Background: an optimization exercise with open tools, aiming at small area, a short achievable clock period and few clock cycles per item. Do not read the settings as production practice.
No functional check of the RTL was part of this run.
Power and IR drop assume default switching activity.

==> flow/design.v <==
module mf_fa (
    input  wire a,
    input  wire b,
    input  wire c,
    output wire s,
    output wire co
);
    assign s  = a ^ b ^ c;
    assign co = (a & b) | (a & c) | (b & c);
endmodule
module mf_ha (
    input  wire a,
    input  wire b,
    output wire s,
    output wire co
);
    assign s  = a ^ b;
    assign co = a & b;
endmodule
module mix_frame #(
    parameter NP = 16,
    parameter W  = 16
) (
    input  wire              clk,
    input  wire              rst,
    input  wire              in_valid,
    output wire              in_ready,
    input  wire              in_conf,
    input  wire              in_bypass,
    input  wire [NP-1:0]     in_contrib,
    input  wire [NP-1:0]     in_outen,
    input  wire [NP*W-1:0]   in_samples,
    output reg               out_valid,
    input  wire              out_ready,
    output wire [NP-1:0]     out_push,
    output wire [NP*W-1:0]   out_samples
);
    localparam K = 4;            
    wire [NP-1:0] lower_any;             
    assign lower_any[0] = 1'b0;
    genvar i;
    generate
        for (i = 1; i < NP; i = i + 1) begin : g_pre
            assign lower_any[i] = |in_contrib[i-1:0];
        end
    endgenerate
    wire          any     = |in_contrib;
    wire [NP-1:0] ce      = in_contrib & ~({NP{in_bypass}} & lower_any);
    wire [NP-1:0] cself   = ce & {NP{in_conf}};
    wire [NP-1:0] push_a  = in_bypass ? (in_outen & {NP{any}} & ~cself) : in_outen;
    wire [W-1:0] u [0:NP-1];
    wire [NP*W-1:0] nown_a;
    generate
        for (i = 0; i < NP; i = i + 1) begin : g_op
            wire [W-1:0] s = in_samples[i*W +: W];
            assign u[i] = {~(s[W-1] & ce[i]), s[W-2:0] & {(W-1){ce[i]}}};
            assign nown_a[i*W +: W] = ~(s & {W{cself[i]}});
        end
    endgenerate
    wire ts0, tc0;
    mf_fa u_fa0 (.a(u[0][0]), .b(u[1][0]), .c(u[2][0]), .s(ts0), .co(tc0));
    wire hs0, hc0;
    mf_ha u_ha0 (.a(u[3][0]), .b(u[4][0]), .s(hs0), .co(hc0));
    wire ts1, tc1;
    mf_fa u_fa1 (.a(u[0][1]), .b(u[1][1]), .c(u[2][1]), .s(ts1), .co(tc1));
    wire ts2, tc2;
    mf_fa u_fa2 (.a(u[3][1]), .b(u[4][1]), .c(u[5][1]), .s(ts2), .co(tc2));
    wire hs1, hc1;
    mf_ha u_ha1 (.a(u[6][1]), .b(u[7][1]), .s(hs1), .co(hc1));
    wire ts3, tc3;
    mf_fa u_fa3 (.a(u[0][2]), .b(u[1][2]), .c(u[2][2]), .s(ts3), .co(tc3));
    wire ts4, tc4;
    mf_fa u_fa4 (.a(u[3][2]), .b(u[4][2]), .c(u[5][2]), .s(ts4), .co(tc4));
    wire ts5, tc5;
    mf_fa u_fa5 (.a(u[6][2]), .b(u[7][2]), .c(u[8][2]), .s(ts5), .co(tc5));
    wire ts6, tc6;
    mf_fa u_fa6 (.a(u[0][3]), .b(u[1][3]), .c(u[2][3]), .s(ts6), .co(tc6));
    wire ts7, tc7;
    mf_fa u_fa7 (.a(u[3][3]), .b(u[4][3]), .c(u[5][3]), .s(ts7), .co(tc7));
    wire ts8, tc8;
    mf_fa u_fa8 (.a(u[6][3]), .b(u[7][3]), .c(u[8][3]), .s(ts8), .co(tc8));
    wire ts9, tc9;
    mf_fa u_fa9 (.a(u[0][4]), .b(u[1][4]), .c(u[2][4]), .s(ts9), .co(tc9));
    wire ts10, tc10;
    mf_fa u_fa10 (.a(u[3][4]), .b(u[4][4]), .c(u[5][4]), .s(ts10), .co(tc10));
    wire ts11, tc11;
    mf_fa u_fa11 (.a(u[6][4]), .b(u[7][4]), .c(u[8][4]), .s(ts11), .co(tc11));
    wire ts12, tc12;
    mf_fa u_fa12 (.a(u[0][5]), .b(u[1][5]), .c(u[2][5]), .s(ts12), .co(tc12));
    wire ts13, tc13;
    mf_fa u_fa13 (.a(u[3][5]), .b(u[4][5]), .c(u[5][5]), .s(ts13), .co(tc13));
    wire ts14, tc14;
    mf_fa u_fa14 (.a(u[6][5]), .b(u[7][5]), .c(u[8][5]), .s(ts14), .co(tc14));
    wire ts15, tc15;
    mf_fa u_fa15 (.a(u[0][6]), .b(u[1][6]), .c(u[2][6]), .s(ts15), .co(tc15));
    wire ts16, tc16;
    mf_fa u_fa16 (.a(u[3][6]), .b(u[4][6]), .c(u[5][6]), .s(ts16), .co(tc16));
    wire ts17, tc17;
    mf_fa u_fa17 (.a(u[6][6]), .b(u[7][6]), .c(u[8][6]), .s(ts17), .co(tc17));
    wire ts18, tc18;
    mf_fa u_fa18 (.a(u[0][7]), .b(u[1][7]), .c(u[2][7]), .s(ts18), .co(tc18));
    wire ts19, tc19;
    mf_fa u_fa19 (.a(u[3][7]), .b(u[4][7]), .c(u[5][7]), .s(ts19), .co(tc19));
    wire ts20, tc20;
    mf_fa u_fa20 (.a(u[6][7]), .b(u[7][7]), .c(u[8][7]), .s(ts20), .co(tc20));
    wire ts21, tc21;
    mf_fa u_fa21 (.a(u[0][8]), .b(u[1][8]), .c(u[2][8]), .s(ts21), .co(tc21));
    wire ts22, tc22;
    mf_fa u_fa22 (.a(u[3][8]), .b(u[4][8]), .c(u[5][8]), .s(ts22), .co(tc22));
    wire ts23, tc23;
    mf_fa u_fa23 (.a(u[6][8]), .b(u[7][8]), .c(u[8][8]), .s(ts23), .co(tc23));
    wire ts24, tc24;
    mf_fa u_fa24 (.a(u[0][9]), .b(u[1][9]), .c(u[2][9]), .s(ts24), .co(tc24));
    wire ts25, tc25;
    mf_fa u_fa25 (.a(u[3][9]), .b(u[4][9]), .c(u[5][9]), .s(ts25), .co(tc25));
    wire ts26, tc26;
    mf_fa u_fa26 (.a(u[6][9]), .b(u[7][9]), .c(u[8][9]), .s(ts26), .co(tc26));
    wire ts27, tc27;
    mf_fa u_fa27 (.a(u[0][10]), .b(u[1][10]), .c(u[2][10]), .s(ts27), .co(tc27));
    wire ts28, tc28;
    mf_fa u_fa28 (.a(u[3][10]), .b(u[4][10]), .c(u[5][10]), .s(ts28), .co(tc28));
    wire ts29, tc29;
    mf_fa u_fa29 (.a(u[6][10]), .b(u[7][10]), .c(u[8][10]), .s(ts29), .co(tc29));
    wire ts30, tc30;
    mf_fa u_fa30 (.a(u[0][11]), .b(u[1][11]), .c(u[2][11]), .s(ts30), .co(tc30));
    wire ts31, tc31;
    mf_fa u_fa31 (.a(u[3][11]), .b(u[4][11]), .c(u[5][11]), .s(ts31), .co(tc31));
    wire ts32, tc32;
    mf_fa u_fa32 (.a(u[6][11]), .b(u[7][11]), .c(u[8][11]), .s(ts32), .co(tc32));
    wire ts33, tc33;
    mf_fa u_fa33 (.a(u[0][12]), .b(u[1][12]), .c(u[2][12]), .s(ts33), .co(tc33));
    wire ts34, tc34;
    mf_fa u_fa34 (.a(u[3][12]), .b(u[4][12]), .c(u[5][12]), .s(ts34), .co(tc34));
    wire ts35, tc35;
    mf_fa u_fa35 (.a(u[6][12]), .b(u[7][12]), .c(u[8][12]), .s(ts35), .co(tc35));
    wire ts36, tc36;
    mf_fa u_fa36 (.a(u[0][13]), .b(u[1][13]), .c(u[2][13]), .s(ts36), .co(tc36));
    wire ts37, tc37;
    mf_fa u_fa37 (.a(u[3][13]), .b(u[4][13]), .c(u[5][13]), .s(ts37), .co(tc37));
    wire ts38, tc38;
    mf_fa u_fa38 (.a(u[6][13]), .b(u[7][13]), .c(u[8][13]), .s(ts38), .co(tc38));
    wire ts39, tc39;
    mf_fa u_fa39 (.a(u[0][14]), .b(u[1][14]), .c(u[2][14]), .s(ts39), .co(tc39));
    wire ts40, tc40;
    mf_fa u_fa40 (.a(u[3][14]), .b(u[4][14]), .c(u[5][14]), .s(ts40), .co(tc40));
    wire ts41, tc41;
    mf_fa u_fa41 (.a(u[6][14]), .b(u[7][14]), .c(u[8][14]), .s(ts41), .co(tc41));
    wire ts42, tc42;
    mf_fa u_fa42 (.a(u[0][15]), .b(u[1][15]), .c(u[2][15]), .s(ts42), .co(tc42));
    wire ts43, tc43;
    mf_fa u_fa43 (.a(u[3][15]), .b(u[4][15]), .c(u[5][15]), .s(ts43), .co(tc43));
    wire ts44, tc44;
    mf_fa u_fa44 (.a(u[6][15]), .b(u[7][15]), .c(u[8][15]), .s(ts44), .co(tc44));
    wire ts45, tc45;
    mf_fa u_fa45 (.a(ts0), .b(hs0), .c(u[5][0]), .s(ts45), .co(tc45));
    wire ts46, tc46;
    mf_fa u_fa46 (.a(u[6][0]), .b(u[7][0]), .c(u[8][0]), .s(ts46), .co(tc46));
    wire ts47, tc47;
    mf_fa u_fa47 (.a(ts1), .b(ts2), .c(hs1), .s(ts47), .co(tc47));
    wire ts48, tc48;
    mf_fa u_fa48 (.a(u[8][1]), .b(u[9][1]), .c(u[10][1]), .s(ts48), .co(tc48));
    wire ts49, tc49;
    mf_fa u_fa49 (.a(u[11][1]), .b(u[12][1]), .c(u[13][1]), .s(ts49), .co(tc49));
    wire ts50, tc50;
    mf_fa u_fa50 (.a(ts3), .b(ts4), .c(ts5), .s(ts50), .co(tc50));
    wire ts51, tc51;
    mf_fa u_fa51 (.a(u[9][2]), .b(u[10][2]), .c(u[11][2]), .s(ts51), .co(tc51));
    wire ts52, tc52;
    mf_fa u_fa52 (.a(u[12][2]), .b(u[13][2]), .c(u[14][2]), .s(ts52), .co(tc52));
    wire hs2, hc2;
    mf_ha u_ha2 (.a(u[15][2]), .b(tc1), .s(hs2), .co(hc2));
    wire ts53, tc53;
    mf_fa u_fa53 (.a(ts6), .b(ts7), .c(ts8), .s(ts53), .co(tc53));
    wire ts54, tc54;
    mf_fa u_fa54 (.a(u[9][3]), .b(u[10][3]), .c(u[11][3]), .s(ts54), .co(tc54));
    wire ts55, tc55;
    mf_fa u_fa55 (.a(u[12][3]), .b(u[13][3]), .c(u[14][3]), .s(ts55), .co(tc55));
    wire ts56, tc56;
    mf_fa u_fa56 (.a(u[15][3]), .b(tc3), .c(tc4), .s(ts56), .co(tc56));
    wire ts57, tc57;
    mf_fa u_fa57 (.a(ts9), .b(ts10), .c(ts11), .s(ts57), .co(tc57));
    wire ts58, tc58;
    mf_fa u_fa58 (.a(u[9][4]), .b(u[10][4]), .c(u[11][4]), .s(ts58), .co(tc58));
    wire ts59, tc59;
    mf_fa u_fa59 (.a(u[12][4]), .b(u[13][4]), .c(u[14][4]), .s(ts59), .co(tc59));
    wire ts60, tc60;
    mf_fa u_fa60 (.a(u[15][4]), .b(tc6), .c(tc7), .s(ts60), .co(tc60));
    wire ts61, tc61;
    mf_fa u_fa61 (.a(ts12), .b(ts13), .c(ts14), .s(ts61), .co(tc61));
    wire ts62, tc62;
    mf_fa u_fa62 (.a(u[9][5]), .b(u[10][5]), .c(u[11][5]), .s(ts62), .co(tc62));
    wire ts63, tc63;
    mf_fa u_fa63 (.a(u[12][5]), .b(u[13][5]), .c(u[14][5]), .s(ts63), .co(tc63));
    wire ts64, tc64;
    mf_fa u_fa64 (.a(u[15][5]), .b(tc9), .c(tc10), .s(ts64), .co(tc64));
    wire ts65, tc65;
    mf_fa u_fa65 (.a(ts15), .b(ts16), .c(ts17), .s(ts65), .co(tc65));
    wire ts66, tc66;
    mf_fa u_fa66 (.a(u[9][6]), .b(u[10][6]), .c(u[11][6]), .s(ts66), .co(tc66));
    wire ts67, tc67;
    mf_fa u_fa67 (.a(u[12][6]), .b(u[13][6]), .c(u[14][6]), .s(ts67), .co(tc67));
    wire ts68, tc68;
    mf_fa u_fa68 (.a(u[15][6]), .b(tc12), .c(tc13), .s(ts68), .co(tc68));
    wire ts69, tc69;
    mf_fa u_fa69 (.a(ts18), .b(ts19), .c(ts20), .s(ts69), .co(tc69));
    wire ts70, tc70;
    mf_fa u_fa70 (.a(u[9][7]), .b(u[10][7]), .c(u[11][7]), .s(ts70), .co(tc70));
    wire ts71, tc71;
    mf_fa u_fa71 (.a(u[12][7]), .b(u[13][7]), .c(u[14][7]), .s(ts71), .co(tc71));
    wire ts72, tc72;
    mf_fa u_fa72 (.a(u[15][7]), .b(tc15), .c(tc16), .s(ts72), .co(tc72));
    wire ts73, tc73;
    mf_fa u_fa73 (.a(ts21), .b(ts22), .c(ts23), .s(ts73), .co(tc73));
    wire ts74, tc74;
    mf_fa u_fa74 (.a(u[9][8]), .b(u[10][8]), .c(u[11][8]), .s(ts74), .co(tc74));
    wire ts75, tc75;
    mf_fa u_fa75 (.a(u[12][8]), .b(u[13][8]), .c(u[14][8]), .s(ts75), .co(tc75));
    wire ts76, tc76;
    mf_fa u_fa76 (.a(u[15][8]), .b(tc18), .c(tc19), .s(ts76), .co(tc76));
    wire ts77, tc77;
    mf_fa u_fa77 (.a(ts24), .b(ts25), .c(ts26), .s(ts77), .co(tc77));
    wire ts78, tc78;
    mf_fa u_fa78 (.a(u[9][9]), .b(u[10][9]), .c(u[11][9]), .s(ts78), .co(tc78));
    wire ts79, tc79;
    mf_fa u_fa79 (.a(u[12][9]), .b(u[13][9]), .c(u[14][9]), .s(ts79), .co(tc79));
    wire ts80, tc80;
    mf_fa u_fa80 (.a(u[15][9]), .b(tc21), .c(tc22), .s(ts80), .co(tc80));
    wire ts81, tc81;
    mf_fa u_fa81 (.a(ts27), .b(ts28), .c(ts29), .s(ts81), .co(tc81));
    wire ts82, tc82;
    mf_fa u_fa82 (.a(u[9][10]), .b(u[10][10]), .c(u[11][10]), .s(ts82), .co(tc82));
    wire ts83, tc83;
    mf_fa u_fa83 (.a(u[12][10]), .b(u[13][10]), .c(u[14][10]), .s(ts83), .co(tc83));
    wire ts84, tc84;
    mf_fa u_fa84 (.a(u[15][10]), .b(tc24), .c(tc25), .s(ts84), .co(tc84));
    wire ts85, tc85;
    mf_fa u_fa85 (.a(ts30), .b(ts31), .c(ts32), .s(ts85), .co(tc85));
    wire ts86, tc86;
    mf_fa u_fa86 (.a(u[9][11]), .b(u[10][11]), .c(u[11][11]), .s(ts86), .co(tc86));
    wire ts87, tc87;
    mf_fa u_fa87 (.a(u[12][11]), .b(u[13][11]), .c(u[14][11]), .s(ts87), .co(tc87));
    wire ts88, tc88;
    mf_fa u_fa88 (.a(u[15][11]), .b(tc27), .c(tc28), .s(ts88), .co(tc88));
    wire ts89, tc89;
    mf_fa u_fa89 (.a(ts33), .b(ts34), .c(ts35), .s(ts89), .co(tc89));
    wire ts90, tc90;
    mf_fa u_fa90 (.a(u[9][12]), .b(u[10][12]), .c(u[11][12]), .s(ts90), .co(tc90));
    wire ts91, tc91;
    mf_fa u_fa91 (.a(u[12][12]), .b(u[13][12]), .c(u[14][12]), .s(ts91), .co(tc91));
    wire ts92, tc92;
    mf_fa u_fa92 (.a(u[15][12]), .b(tc30), .c(tc31), .s(ts92), .co(tc92));
    wire ts93, tc93;
    mf_fa u_fa93 (.a(ts36), .b(ts37), .c(ts38), .s(ts93), .co(tc93));
    wire ts94, tc94;
    mf_fa u_fa94 (.a(u[9][13]), .b(u[10][13]), .c(u[11][13]), .s(ts94), .co(tc94));
    wire ts95, tc95;
    mf_fa u_fa95 (.a(u[12][13]), .b(u[13][13]), .c(u[14][13]), .s(ts95), .co(tc95));
    wire ts96, tc96;
    mf_fa u_fa96 (.a(u[15][13]), .b(tc33), .c(tc34), .s(ts96), .co(tc96));
    wire ts97, tc97;
    mf_fa u_fa97 (.a(ts39), .b(ts40), .c(ts41), .s(ts97), .co(tc97));
    wire ts98, tc98;
    mf_fa u_fa98 (.a(u[9][14]), .b(u[10][14]), .c(u[11][14]), .s(ts98), .co(tc98));
    wire ts99, tc99;
    mf_fa u_fa99 (.a(u[12][14]), .b(u[13][14]), .c(u[14][14]), .s(ts99), .co(tc99));
    wire ts100, tc100;
    mf_fa u_fa100 (.a(u[15][14]), .b(tc36), .c(tc37), .s(ts100), .co(tc100));
    wire ts101, tc101;
    mf_fa u_fa101 (.a(ts42), .b(ts43), .c(ts44), .s(ts101), .co(tc101));
    wire ts102, tc102;
    mf_fa u_fa102 (.a(u[9][15]), .b(u[10][15]), .c(u[11][15]), .s(ts102), .co(tc102));
    wire ts103, tc103;
    mf_fa u_fa103 (.a(u[12][15]), .b(u[13][15]), .c(u[14][15]), .s(ts103), .co(tc103));
    wire ts104, tc104;
    mf_fa u_fa104 (.a(u[15][15]), .b(tc39), .c(tc40), .s(ts104), .co(tc104));
    wire ts105, tc105;
    mf_fa u_fa105 (.a(ts45), .b(ts46), .c(u[9][0]), .s(ts105), .co(tc105));
    wire hs3, hc3;
    mf_ha u_ha3 (.a(u[10][0]), .b(u[11][0]), .s(hs3), .co(hc3));
    wire ts106, tc106;
    mf_fa u_fa106 (.a(ts47), .b(ts48), .c(ts49), .s(ts106), .co(tc106));
    wire ts107, tc107;
    mf_fa u_fa107 (.a(u[14][1]), .b(u[15][1]), .c(tc0), .s(ts107), .co(tc107));
    wire hs4, hc4;
    mf_ha u_ha4 (.a(hc0), .b(tc45), .s(hs4), .co(hc4));
    wire ts108, tc108;
    mf_fa u_fa108 (.a(ts50), .b(ts51), .c(ts52), .s(ts108), .co(tc108));
    wire ts109, tc109;
    mf_fa u_fa109 (.a(hs2), .b(tc2), .c(hc1), .s(ts109), .co(tc109));
    wire ts110, tc110;
    mf_fa u_fa110 (.a(tc47), .b(tc48), .c(tc49), .s(ts110), .co(tc110));
    wire ts111, tc111;
    mf_fa u_fa111 (.a(ts53), .b(ts54), .c(ts55), .s(ts111), .co(tc111));
    wire ts112, tc112;
    mf_fa u_fa112 (.a(ts56), .b(tc5), .c(tc50), .s(ts112), .co(tc112));
    wire ts113, tc113;
    mf_fa u_fa113 (.a(tc51), .b(tc52), .c(hc2), .s(ts113), .co(tc113));
    wire ts114, tc114;
    mf_fa u_fa114 (.a(ts57), .b(ts58), .c(ts59), .s(ts114), .co(tc114));
    wire ts115, tc115;
    mf_fa u_fa115 (.a(ts60), .b(tc8), .c(tc53), .s(ts115), .co(tc115));
    wire ts116, tc116;
    mf_fa u_fa116 (.a(tc54), .b(tc55), .c(tc56), .s(ts116), .co(tc116));
    wire ts117, tc117;
    mf_fa u_fa117 (.a(ts61), .b(ts62), .c(ts63), .s(ts117), .co(tc117));
    wire ts118, tc118;
    mf_fa u_fa118 (.a(ts64), .b(tc11), .c(tc57), .s(ts118), .co(tc118));
    wire ts119, tc119;
    mf_fa u_fa119 (.a(tc58), .b(tc59), .c(tc60), .s(ts119), .co(tc119));
    wire ts120, tc120;
    mf_fa u_fa120 (.a(ts65), .b(ts66), .c(ts67), .s(ts120), .co(tc120));
    wire ts121, tc121;
    mf_fa u_fa121 (.a(ts68), .b(tc14), .c(tc61), .s(ts121), .co(tc121));
    wire ts122, tc122;
    mf_fa u_fa122 (.a(tc62), .b(tc63), .c(tc64), .s(ts122), .co(tc122));
    wire ts123, tc123;
    mf_fa u_fa123 (.a(ts69), .b(ts70), .c(ts71), .s(ts123), .co(tc123));
    wire ts124, tc124;
    mf_fa u_fa124 (.a(ts72), .b(tc17), .c(tc65), .s(ts124), .co(tc124));
    wire ts125, tc125;
    mf_fa u_fa125 (.a(tc66), .b(tc67), .c(tc68), .s(ts125), .co(tc125));
    wire ts126, tc126;
    mf_fa u_fa126 (.a(ts73), .b(ts74), .c(ts75), .s(ts126), .co(tc126));
    wire ts127, tc127;
    mf_fa u_fa127 (.a(ts76), .b(tc20), .c(tc69), .s(ts127), .co(tc127));
    wire ts128, tc128;
    mf_fa u_fa128 (.a(tc70), .b(tc71), .c(tc72), .s(ts128), .co(tc128));
    wire ts129, tc129;
    mf_fa u_fa129 (.a(ts77), .b(ts78), .c(ts79), .s(ts129), .co(tc129));
    wire ts130, tc130;
    mf_fa u_fa130 (.a(ts80), .b(tc23), .c(tc73), .s(ts130), .co(tc130));
    wire ts131, tc131;
    mf_fa u_fa131 (.a(tc74), .b(tc75), .c(tc76), .s(ts131), .co(tc131));
    wire ts132, tc132;
    mf_fa u_fa132 (.a(ts81), .b(ts82), .c(ts83), .s(ts132), .co(tc132));
    wire ts133, tc133;
    mf_fa u_fa133 (.a(ts84), .b(tc26), .c(tc77), .s(ts133), .co(tc133));
    wire ts134, tc134;
    mf_fa u_fa134 (.a(tc78), .b(tc79), .c(tc80), .s(ts134), .co(tc134));
    wire ts135, tc135;
    mf_fa u_fa135 (.a(ts85), .b(ts86), .c(ts87), .s(ts135), .co(tc135));
    wire ts136, tc136;
    mf_fa u_fa136 (.a(ts88), .b(tc29), .c(tc81), .s(ts136), .co(tc136));
    wire ts137, tc137;
    mf_fa u_fa137 (.a(tc82), .b(tc83), .c(tc84), .s(ts137), .co(tc137));
    wire ts138, tc138;
    mf_fa u_fa138 (.a(ts89), .b(ts90), .c(ts91), .s(ts138), .co(tc138));
    wire ts139, tc139;
    mf_fa u_fa139 (.a(ts92), .b(tc32), .c(tc85), .s(ts139), .co(tc139));
    wire ts140, tc140;
    mf_fa u_fa140 (.a(tc86), .b(tc87), .c(tc88), .s(ts140), .co(tc140));
    wire ts141, tc141;
    mf_fa u_fa141 (.a(ts93), .b(ts94), .c(ts95), .s(ts141), .co(tc141));
    wire ts142, tc142;
    mf_fa u_fa142 (.a(ts96), .b(tc35), .c(tc89), .s(ts142), .co(tc142));
    wire ts143, tc143;
    mf_fa u_fa143 (.a(tc90), .b(tc91), .c(tc92), .s(ts143), .co(tc143));
    wire ts144, tc144;
    mf_fa u_fa144 (.a(ts97), .b(ts98), .c(ts99), .s(ts144), .co(tc144));
    wire ts145, tc145;
    mf_fa u_fa145 (.a(ts100), .b(tc38), .c(tc93), .s(ts145), .co(tc145));
    wire ts146, tc146;
    mf_fa u_fa146 (.a(tc94), .b(tc95), .c(tc96), .s(ts146), .co(tc146));
    wire ts147, tc147;
    mf_fa u_fa147 (.a(ts101), .b(ts102), .c(ts103), .s(ts147), .co(tc147));
    wire ts148, tc148;
    mf_fa u_fa148 (.a(ts104), .b(tc41), .c(tc97), .s(ts148), .co(tc148));
    wire ts149, tc149;
    mf_fa u_fa149 (.a(tc98), .b(tc99), .c(tc100), .s(ts149), .co(tc149));
    wire ts150, tc150;
    mf_fa u_fa150 (.a(tc42), .b(tc43), .c(tc44), .s(ts150), .co(tc150));
    wire ts151, tc151;
    mf_fa u_fa151 (.a(tc101), .b(tc102), .c(tc103), .s(ts151), .co(tc151));
    wire ts152, tc152;
    mf_fa u_fa152 (.a(ts105), .b(hs3), .c(u[12][0]), .s(ts152), .co(tc152));
    wire ts153, tc153;
    mf_fa u_fa153 (.a(ts106), .b(ts107), .c(hs4), .s(ts153), .co(tc153));
    wire hs5, hc5;
    mf_ha u_ha5 (.a(tc46), .b(tc105), .s(hs5), .co(hc5));
    wire ts154, tc154;
    mf_fa u_fa154 (.a(ts108), .b(ts109), .c(ts110), .s(ts154), .co(tc154));
    wire ts155, tc155;
    mf_fa u_fa155 (.a(tc106), .b(tc107), .c(hc4), .s(ts155), .co(tc155));
    wire ts156, tc156;
    mf_fa u_fa156 (.a(ts111), .b(ts112), .c(ts113), .s(ts156), .co(tc156));
    wire ts157, tc157;
    mf_fa u_fa157 (.a(tc108), .b(tc109), .c(tc110), .s(ts157), .co(tc157));
    wire ts158, tc158;
    mf_fa u_fa158 (.a(ts114), .b(ts115), .c(ts116), .s(ts158), .co(tc158));
    wire ts159, tc159;
    mf_fa u_fa159 (.a(tc111), .b(tc112), .c(tc113), .s(ts159), .co(tc159));
    wire ts160, tc160;
    mf_fa u_fa160 (.a(ts117), .b(ts118), .c(ts119), .s(ts160), .co(tc160));
    wire ts161, tc161;
    mf_fa u_fa161 (.a(tc114), .b(tc115), .c(tc116), .s(ts161), .co(tc161));
    wire ts162, tc162;
    mf_fa u_fa162 (.a(ts120), .b(ts121), .c(ts122), .s(ts162), .co(tc162));
    wire ts163, tc163;
    mf_fa u_fa163 (.a(tc117), .b(tc118), .c(tc119), .s(ts163), .co(tc163));
    wire ts164, tc164;
    mf_fa u_fa164 (.a(ts123), .b(ts124), .c(ts125), .s(ts164), .co(tc164));
    wire ts165, tc165;
    mf_fa u_fa165 (.a(tc120), .b(tc121), .c(tc122), .s(ts165), .co(tc165));
    wire ts166, tc166;
    mf_fa u_fa166 (.a(ts126), .b(ts127), .c(ts128), .s(ts166), .co(tc166));
    wire ts167, tc167;
    mf_fa u_fa167 (.a(tc123), .b(tc124), .c(tc125), .s(ts167), .co(tc167));
    wire ts168, tc168;
    mf_fa u_fa168 (.a(ts129), .b(ts130), .c(ts131), .s(ts168), .co(tc168));
    wire ts169, tc169;
    mf_fa u_fa169 (.a(tc126), .b(tc127), .c(tc128), .s(ts169), .co(tc169));
    wire ts170, tc170;
    mf_fa u_fa170 (.a(ts132), .b(ts133), .c(ts134), .s(ts170), .co(tc170));
    wire ts171, tc171;
    mf_fa u_fa171 (.a(tc129), .b(tc130), .c(tc131), .s(ts171), .co(tc171));
    wire ts172, tc172;
    mf_fa u_fa172 (.a(ts135), .b(ts136), .c(ts137), .s(ts172), .co(tc172));
    wire ts173, tc173;
    mf_fa u_fa173 (.a(tc132), .b(tc133), .c(tc134), .s(ts173), .co(tc173));
    wire ts174, tc174;
    mf_fa u_fa174 (.a(ts138), .b(ts139), .c(ts140), .s(ts174), .co(tc174));
    wire ts175, tc175;
    mf_fa u_fa175 (.a(tc135), .b(tc136), .c(tc137), .s(ts175), .co(tc175));
    wire ts176, tc176;
    mf_fa u_fa176 (.a(ts141), .b(ts142), .c(ts143), .s(ts176), .co(tc176));
    wire ts177, tc177;
    mf_fa u_fa177 (.a(tc138), .b(tc139), .c(tc140), .s(ts177), .co(tc177));
    wire ts178, tc178;
    mf_fa u_fa178 (.a(ts144), .b(ts145), .c(ts146), .s(ts178), .co(tc178));
    wire ts179, tc179;
    mf_fa u_fa179 (.a(tc141), .b(tc142), .c(tc143), .s(ts179), .co(tc179));
    wire ts180, tc180;
    mf_fa u_fa180 (.a(ts147), .b(ts148), .c(ts149), .s(ts180), .co(tc180));
    wire ts181, tc181;
    mf_fa u_fa181 (.a(tc144), .b(tc145), .c(tc146), .s(ts181), .co(tc181));
    wire ts182, tc182;
    mf_fa u_fa182 (.a(ts150), .b(ts151), .c(tc104), .s(ts182), .co(tc182));
    wire ts183, tc183;
    mf_fa u_fa183 (.a(tc147), .b(tc148), .c(tc149), .s(ts183), .co(tc183));
    wire hs6, hc6;
    mf_ha u_ha6 (.a(ts152), .b(u[13][0]), .s(hs6), .co(hc6));
    wire ts184, tc184;
    mf_fa u_fa184 (.a(ts153), .b(hs5), .c(hc3), .s(ts184), .co(tc184));
    wire ts185, tc185;
    mf_fa u_fa185 (.a(ts154), .b(ts155), .c(tc153), .s(ts185), .co(tc185));
    wire ts186, tc186;
    mf_fa u_fa186 (.a(ts156), .b(ts157), .c(tc154), .s(ts186), .co(tc186));
    wire ts187, tc187;
    mf_fa u_fa187 (.a(ts158), .b(ts159), .c(tc156), .s(ts187), .co(tc187));
    wire ts188, tc188;
    mf_fa u_fa188 (.a(ts160), .b(ts161), .c(tc158), .s(ts188), .co(tc188));
    wire ts189, tc189;
    mf_fa u_fa189 (.a(ts162), .b(ts163), .c(tc160), .s(ts189), .co(tc189));
    wire ts190, tc190;
    mf_fa u_fa190 (.a(ts164), .b(ts165), .c(tc162), .s(ts190), .co(tc190));
    wire ts191, tc191;
    mf_fa u_fa191 (.a(ts166), .b(ts167), .c(tc164), .s(ts191), .co(tc191));
    wire ts192, tc192;
    mf_fa u_fa192 (.a(ts168), .b(ts169), .c(tc166), .s(ts192), .co(tc192));
    wire ts193, tc193;
    mf_fa u_fa193 (.a(ts170), .b(ts171), .c(tc168), .s(ts193), .co(tc193));
    wire ts194, tc194;
    mf_fa u_fa194 (.a(ts172), .b(ts173), .c(tc170), .s(ts194), .co(tc194));
    wire ts195, tc195;
    mf_fa u_fa195 (.a(ts174), .b(ts175), .c(tc172), .s(ts195), .co(tc195));
    wire ts196, tc196;
    mf_fa u_fa196 (.a(ts176), .b(ts177), .c(tc174), .s(ts196), .co(tc196));
    wire ts197, tc197;
    mf_fa u_fa197 (.a(ts178), .b(ts179), .c(tc176), .s(ts197), .co(tc197));
    wire ts198, tc198;
    mf_fa u_fa198 (.a(ts180), .b(ts181), .c(tc178), .s(ts198), .co(tc198));
    wire ts199, tc199;
    mf_fa u_fa199 (.a(ts182), .b(ts183), .c(tc180), .s(ts199), .co(tc199));
    wire ts200, tc200;
    mf_fa u_fa200 (.a(tc150), .b(tc151), .c(tc182), .s(ts200), .co(tc200));
    wire hs7, hc7;
    mf_ha u_ha7 (.a(hs6), .b(u[14][0]), .s(hs7), .co(hc7));
    wire ts201, tc201;
    mf_fa u_fa201 (.a(ts184), .b(tc152), .c(hc6), .s(ts201), .co(tc201));
    wire ts202, tc202;
    mf_fa u_fa202 (.a(ts185), .b(hc5), .c(tc184), .s(ts202), .co(tc202));
    wire ts203, tc203;
    mf_fa u_fa203 (.a(ts186), .b(tc155), .c(tc185), .s(ts203), .co(tc203));
    wire ts204, tc204;
    mf_fa u_fa204 (.a(ts187), .b(tc157), .c(tc186), .s(ts204), .co(tc204));
    wire ts205, tc205;
    mf_fa u_fa205 (.a(ts188), .b(tc159), .c(tc187), .s(ts205), .co(tc205));
    wire ts206, tc206;
    mf_fa u_fa206 (.a(ts189), .b(tc161), .c(tc188), .s(ts206), .co(tc206));
    wire ts207, tc207;
    mf_fa u_fa207 (.a(ts190), .b(tc163), .c(tc189), .s(ts207), .co(tc207));
    wire ts208, tc208;
    mf_fa u_fa208 (.a(ts191), .b(tc165), .c(tc190), .s(ts208), .co(tc208));
    wire ts209, tc209;
    mf_fa u_fa209 (.a(ts192), .b(tc167), .c(tc191), .s(ts209), .co(tc209));
    wire ts210, tc210;
    mf_fa u_fa210 (.a(ts193), .b(tc169), .c(tc192), .s(ts210), .co(tc210));
    wire ts211, tc211;
    mf_fa u_fa211 (.a(ts194), .b(tc171), .c(tc193), .s(ts211), .co(tc211));
    wire ts212, tc212;
    mf_fa u_fa212 (.a(ts195), .b(tc173), .c(tc194), .s(ts212), .co(tc212));
    wire ts213, tc213;
    mf_fa u_fa213 (.a(ts196), .b(tc175), .c(tc195), .s(ts213), .co(tc213));
    wire ts214, tc214;
    mf_fa u_fa214 (.a(ts197), .b(tc177), .c(tc196), .s(ts214), .co(tc214));
    wire ts215, tc215;
    mf_fa u_fa215 (.a(ts198), .b(tc179), .c(tc197), .s(ts215), .co(tc215));
    wire ts216, tc216;
    mf_fa u_fa216 (.a(ts199), .b(tc181), .c(tc198), .s(ts216), .co(tc216));
    wire ts217, tc217;
    mf_fa u_fa217 (.a(ts200), .b(tc183), .c(tc199), .s(ts217), .co(tc217));
    wire [19:0] ra = {1'b0, tc200, ts217, ts216, ts215, ts214, ts213, ts212, ts211, ts210, ts209, ts208, ts207, ts206, ts205, ts204, ts203, ts202, ts201, hs7};
    wire [19:0] rb = {1'b0, tc217, tc216, tc215, tc214, tc213, tc212, tc211, tc210, tc209, tc208, tc207, tc206, tc205, tc204, tc203, tc202, tc201, hc7, u[15][0]};
    wire [19:0] usum  = ra + rb;
    wire [19:0] sum_a = {~usum[19], usum[18:0]};
    wire [NP*K-1:0] dlo_a;
    wire [NP-1:0]   clo_a;
    generate
        for (i = 0; i < NP; i = i + 1) begin : g_lo
            wire [K:0] c;
            wire [W-1:0] no = nown_a[i*W +: W];
            assign dlo_a[i*K] = ~(sum_a[0] ^ no[0]);
            assign c[1] = sum_a[0] | no[0];
            genvar b;
            for (b = 1; b < K; b = b + 1) begin : g_bit
                mf_fa u_fa (.a(sum_a[b]), .b(no[b]), .c(c[b]), .s(dlo_a[i*K+b]), .co(c[b+1]));
            end
            assign clo_a[i] = c[K];
        end
    endgenerate
    assign in_ready = !out_valid || out_ready;
    wire   take     = in_valid && (!out_valid || out_ready);
    always @(posedge clk) begin
        if (rst) begin
            out_valid <= 1'b0;
        end else if (in_ready) begin
            out_valid <= in_valid;
        end
    end
    reg [19:K]         sum_r;
    reg [NP*K-1:0]     dlo_r;
    reg [NP-1:0]       clo_r;
    reg [NP*(W-K)-1:0] nown_r;   
    reg [NP-1:0]       push_r;
    reg                byp_r;
    integer q;
    always @(posedge clk) begin
        if (take) begin
            byp_r  <= in_bypass;
            sum_r  <= sum_a[19:K];
            dlo_r  <= dlo_a;
            clo_r  <= clo_a;
            for (q = 0; q < NP; q = q + 1)
                nown_r[q*(W-K) +: W-K] <= nown_a[q*W+K +: W-K];
            push_r <= push_a;
        end
    end
    assign out_push = push_r;
    wire signed [4:0] H = sum_r[19:15];
    wire pos_m1 = H >= 5'sd2;     
    wire pos_0  = H >= 5'sd1;
    wire pos_p1 = H >= 5'sd0;
    wire neg_m1 = H <= -5'sd1;    
    wire neg_0  = H <= -5'sd2;
    wire neg_p1 = H <= -5'sd3;
    wire lt_m1  = H <= 5'sd0;     
    wire lt_0   = H <= -5'sd1;
    wire lt_p1  = H <= -5'sd2;
    genvar o;
    generate
        for (o = 0; o < NP; o = o + 1) begin : g_port
            wire [W-1:K] no  = nown_r[o*(W-K) +: W-K];    
            wire         o15 = ~no[W-1];
            wire         p   = push_r[o];
            wire [15:K] c;
            wire [14:0] d;
            assign c[K] = clo_r[o];
            assign d[K-1:0] = dlo_r[o*K +: K];
            genvar b;
            for (b = K; b < 15; b = b + 1) begin : g_bit
                mf_fa u_fa (.a(sum_r[b]), .b(no[b]), .c(c[b]), .s(d[b]), .co(c[b+1]));
            end
            wire nb = c[15];             
            wire sp1 = o15 ? pos_p1 : pos_0;     
            wire sp0 = o15 ? pos_0  : pos_m1;    
            wire sn1 = o15 ? neg_p1 : neg_0;
            wire sn0 = o15 ? neg_0  : neg_m1;
            wire ng1 = o15 ? lt_p1  : lt_0;
            wire ng0 = o15 ? lt_0   : lt_m1;
            wire es1 = p & sp1;                  
            wire es0 = p & sp0;
            wire en1 = p & sn1;                  
            wire en0 = p & sn0;
            wire ed1 = p & ~sp1 & ~sn1;          
            wire ed0 = p & ~sp0 & ~sn0;
            wire eg1 = p & ng1;                  
            wire eg0 = p & ng0;
            wire es  = nb ? es1 : es0;
            wire en  = nb ? en1 : en0;
            wire ed  = nb ? ed1 : ed0;
            wire eg  = nb ? eg1 : eg0;
            wire zfix = eg & ~byp_r & ~|d[14:1];
            assign out_samples[o*W +: W] = {
                eg,
                {14{es}} | ({14{ed}} & d[14:1]),
                es | en | (ed & (d[0] | zfix))
            };
        end
    endgenerate
endmodule
==> flow/flow/run.sh <==
#!/bin/bash
set -euo pipefail
export BUFFER_PORTS_ARGS="-buffer_cell sky130_fd_sc_hd__buf_1"
bash standard.sh finish > flow_standard.log 2>&1
==> flow/standard.sh <==
#!/bin/bash
# synth_recipe.tcl (not shown) runs the flow's synth.tcl, then flattens the netlist and writes it again
# the make line also repeats each setting of config.mk as NAME=value (left out here)
make -C /OpenROAD-flow-scripts/flow DESIGN_CONFIG=/design/flow/config.mk WORK_HOME=/design/flow/orfs CLKGATE_MAP_FILE= SYNTH_SCRIPT=/design/flow/synth_recipe.tcl "${@:-finish}"
==> flow/config.mk <==
export PLATFORM = sky130hd
export DESIGN_NAME = mix_frame
export DESIGN_NICKNAME = mix_frame
export VERILOG_FILES = /design/flow/design.v
export SDC_FILE = /design/flow/constraint.sdc
export NUM_CORES = 4
export LEC_CHECK = 0
export CAP_MARGIN = 20
export CORE_MARGIN = 2
export CORE_UTILIZATION = 35
export SLEW_MARGIN = 20
export SYNTH_HIERARCHICAL = 1
==> flow/constraint.sdc <==
create_clock -name core_clock -period 35.0 [get_ports {clk}]
set_input_delay 7.0000 -clock core_clock [delete_from_list [all_inputs] [get_ports {clk}]]
set_output_delay 7.0000 -clock core_clock [all_outputs]
set_load 0.01 [all_outputs]
==> run notes <==
- Setup WS post-layout: 19.87 ns
- DRC: 0
- Die height: 290 µm
- Largest fanout on the critical path: 15
- Min-delay src: out_valid$_SDFFE_PP0N_
- Most frequent cells in the layout: buf_1 (564), fa_1 (443), nand2_1 (315), edfxtp_1 (305), a21o_1 (229)
- Worst-Skew Late Latency: 0.60 ns
- Worst Skew: between 0.02 and 0.03 ns
- #FFs+latches synth: a little over 300
- Worst-Margin Slew: about 1.1 ns
- Via-per-instance ratio: 5.95
- Final period util: between 40% and 50%
- Number of buffers created by CTS: 38
- RSZ-0062 raised after global routing: false
- Maximum clock path buffer count: 3
- Yosys cell types: 65
- FF-to-FF Start: out_valid$_SDFFE_PP0N_
- Crit path kind: reg -> out
- Hold-fix buffers, CTS: 0
- Nets: 3756
- Crit path from: sum_r[4]$_DFFE_PP_
- Total number of H-tree levels: 2
- Pleak: between 10 and 15 nW
- Hold Vio Cnt, Final: 0
- Worst endpoint data arrival time: 8.13 ns
- Crit path launch type: flip-flop
- Largest net degree at the start of global routing: 75
- Boundary pin count: 568
- Area grow syn2layout: 15.0%
- Max-slew headroom: a little under a quarter
- Fin area: 32900 µm²
- CTS tree: built
- Main synth FF type: edfxtp_1
- Overall power: approximately 0.0033 W
- Placer Congestion: 1.01
- Placed inst area: between 30000 and 40000 µm²
- Die Width: around 290 µm
- Hold Path Class: reg -> reg
- Area of the multi-input gates: 18300 µm²
- Setup_tns: 0 ns
- Pwr/cell area: 101 nW/µm²
- Sequential area share after synthesis: about a third
- Placement Setup Slack: approximately 20 ns
- Vias in the first global route: ~23000
- Initial Utilization: 35.4%
- First-pass GRT wire length: 181 mm
- Grt ovf: 0
- Setup bufs post-CTS: 0
- Core ar.: 80700 µm²
- Status: finished clean
- Max Cap Viol: 0
- TritonRoute pass-1 iters: 8
- Reg area: between 9000 and 10000 µm²
- Worst vdd ir: 0.119 mV
- IO buf count: 567
- Row cnt: 104
- Yosys warns: 7
- Clk sinks: 306
- Pins Over Slew Limit: 0
- Resized cells post-CTS: 0
- Wirelength per Cell: 32.6 µm
- Reg clk slew, reported paths: 0.07 ns
- Die area: 84000 µm²
- Minimum clock period: between 15 and 20 ns
- Crit end category: output pin
- Via count: 24200
- Initial antenna violation count: 11
- Number of synthesized flops with an enable pin: 305
- Endpoints failing setup: 0
- Cell count after synthesis: around 2500
- Antenna Nets Post-Route: 0
- CTS Root Cell: clkbuf_16
- Commonest non-fill, non-tap cell in the layout: buf_1
- Worst EP required: around 28 ns
- FILL cells: 7909
- Ys async rst share: 0%
- Synth Area per Inst: approximately 11 µm²
- Post-synthesis cell area: approximately 29000 µm²
- Layout cells sized above 1: 5.26%
- Peak Freq: approximately 0.066 GHz
- Final HPWL DP: around 110 mm
- Total GRT Usage: 30.8%
- Starting DRC count in detailed routing: 2881
- Syn nets: 3320
- Routed wire length: roughly 130 mm
-- state kept, by name, summed over array words and instances, names as in the netlist --
register and flops:
byp_r 1, clo_r 16, dlo_r 64, nown_r 192
out_valid 1, push_r 16, sum_r 16
-- modules after synthesis (local to each module, per instance) --
module,cells,area (µm²),flip-flops and latches,times used
mf_fa,1,20.0,0,442
mix_frame,2089,19700,306,1
mf_ha,1,12.5,0,8
-- area by class of cell --
type,count,share of cell area [%]
antenna,4,0.0304
clock buffer,46,3.05
clock inverter,22,0.685
inverter,47,0.536
multi-input combinational,1956,55.8
sequential,306,27.9
tap,1060,4.03
timing repair buffer,626,7.99
-- metal layers --
metal  GRT usage, %  vias to the layer above  wire (µm)
li1               -                     9862          -
met1           39.5                    12200      48800
met2           47.5                     1686      59800
met3           7.29                      388      14500
met4           18.3                       10       9380
met5              0                        -         61
-- cell usage after synthesis, types with 17 or more instances --
library cell,number,area (µm²)
nor2b_1,20,125
nand3_1,30,150
clkbuf_1,185,694
a21o_1,229,1720
nand2_1,315,1180
edfxtp_1,305,9160
a221o_1,17,170
buf_4,33,248
inv_1,46,173
o211ai_1,17,128
nor3_1,22,110
o21a_1,23,173
ha_1,44,551
o21ai_0,79,395
o31ai_1,19,143
nor4_1,50,313
a21oi_1,51,255
nor2_1,67,251
a31oi_1,49,307
fa_1,443,8870
and3_1,117,732
and2_1,180,1130
or4_1,32,240
-- critical path, cell delays in order (launching register included) --
cell      delay (ns)
edfxtp_1        0.66
buf_4           0.39
fa_1            0.48
fa_1            0.39
fa_1            0.38
fa_1            0.39
fa_1            0.39
fa_1            0.40
fa_1            0.42
fa_1            0.39
fa_1            0.40
fa_1            0.43
fa_1            0.58
o21ai_0         0.15
a31oi_1         0.07
nor3_2          0.89
a221o_1         0.46
buf_1           0.19
-- cell families after synthesis --
| group | count (synthesis) | synth area share, % |
|---|---|---|
| mux | 3 | 0.109 |
| buf+inv | 277 | 4.16 |
| xor+xnor | 12 | 0.367 |
| simple gates | 869 | 15.8 |
| compound gates | 585 | 14.5 |
| flops | 306 | 32.1 |
| fa+ha+maj | 487 | 32.9 |
-- metrics by stage --
step / instances / hold slack [ns] / utilization [%]
final: 4067 / 0.538 / 40.8
after global routing: 4066 / 0.577 / 40.8
after CTS: 4061 / 0.536 / 40.7
after detailed placement: 3993 / 0.523 / 39.2
after global placement: 3991 / 0.522 / 39.1
after floorplan: 2539 / 0.593 / -
-- power by group --
group	internal [W]	switching [W]	leakage [nW]	total, W
clock network	0.000228	0.000175	0.582	0.000403
logic	0.000832	0.00146	9.67	0.00229
registers	0.000555	0.0000836	2.62	0.000638
-- final timing paths --
check	to	slack, ns	cells after the start
max	out_samples[224]	19.87	17
min	out_valid$_SDFFE_PP0N_	0.54	2
max reg2reg	dlo_r[44]$_DFFE_PP_	31.96	4
min reg2reg	out_valid$_SDFFE_PP0N_	0.54	2

## static timing again, ports no longer ideal
The flow's constraints put no driver on any port. The routed layout listed below was extracted and timed again, unchanged, in two steps. Step 1 assumes that a clkbuf_16 drives the clock port and a buf_2 every other input. Step 2 adds t to the input delays and takes it off the output delays; t is the mean of the earliest and latest rising clock arrival at the registers after step 1. Input paths then give back, and output paths get back, about the clock's delay inside the block. Slacks: ideal / step 1 / step 2; pairs: ideal / step 1.
shift t [ns]: 0.633
setup WS [ns]: 19.869 / 19.813 / 20.045
hold WS [ns]: 0.538 / 0.538 / 0.538
latest minus earliest clock arrival (ns): 0.045 / 0.045
pins driven straight from the clock port: 1
After both steps this run still meets setup and hold. The setup slack of this run moves by -0.056 ns with the drivers and by +0.176 ns with both steps.
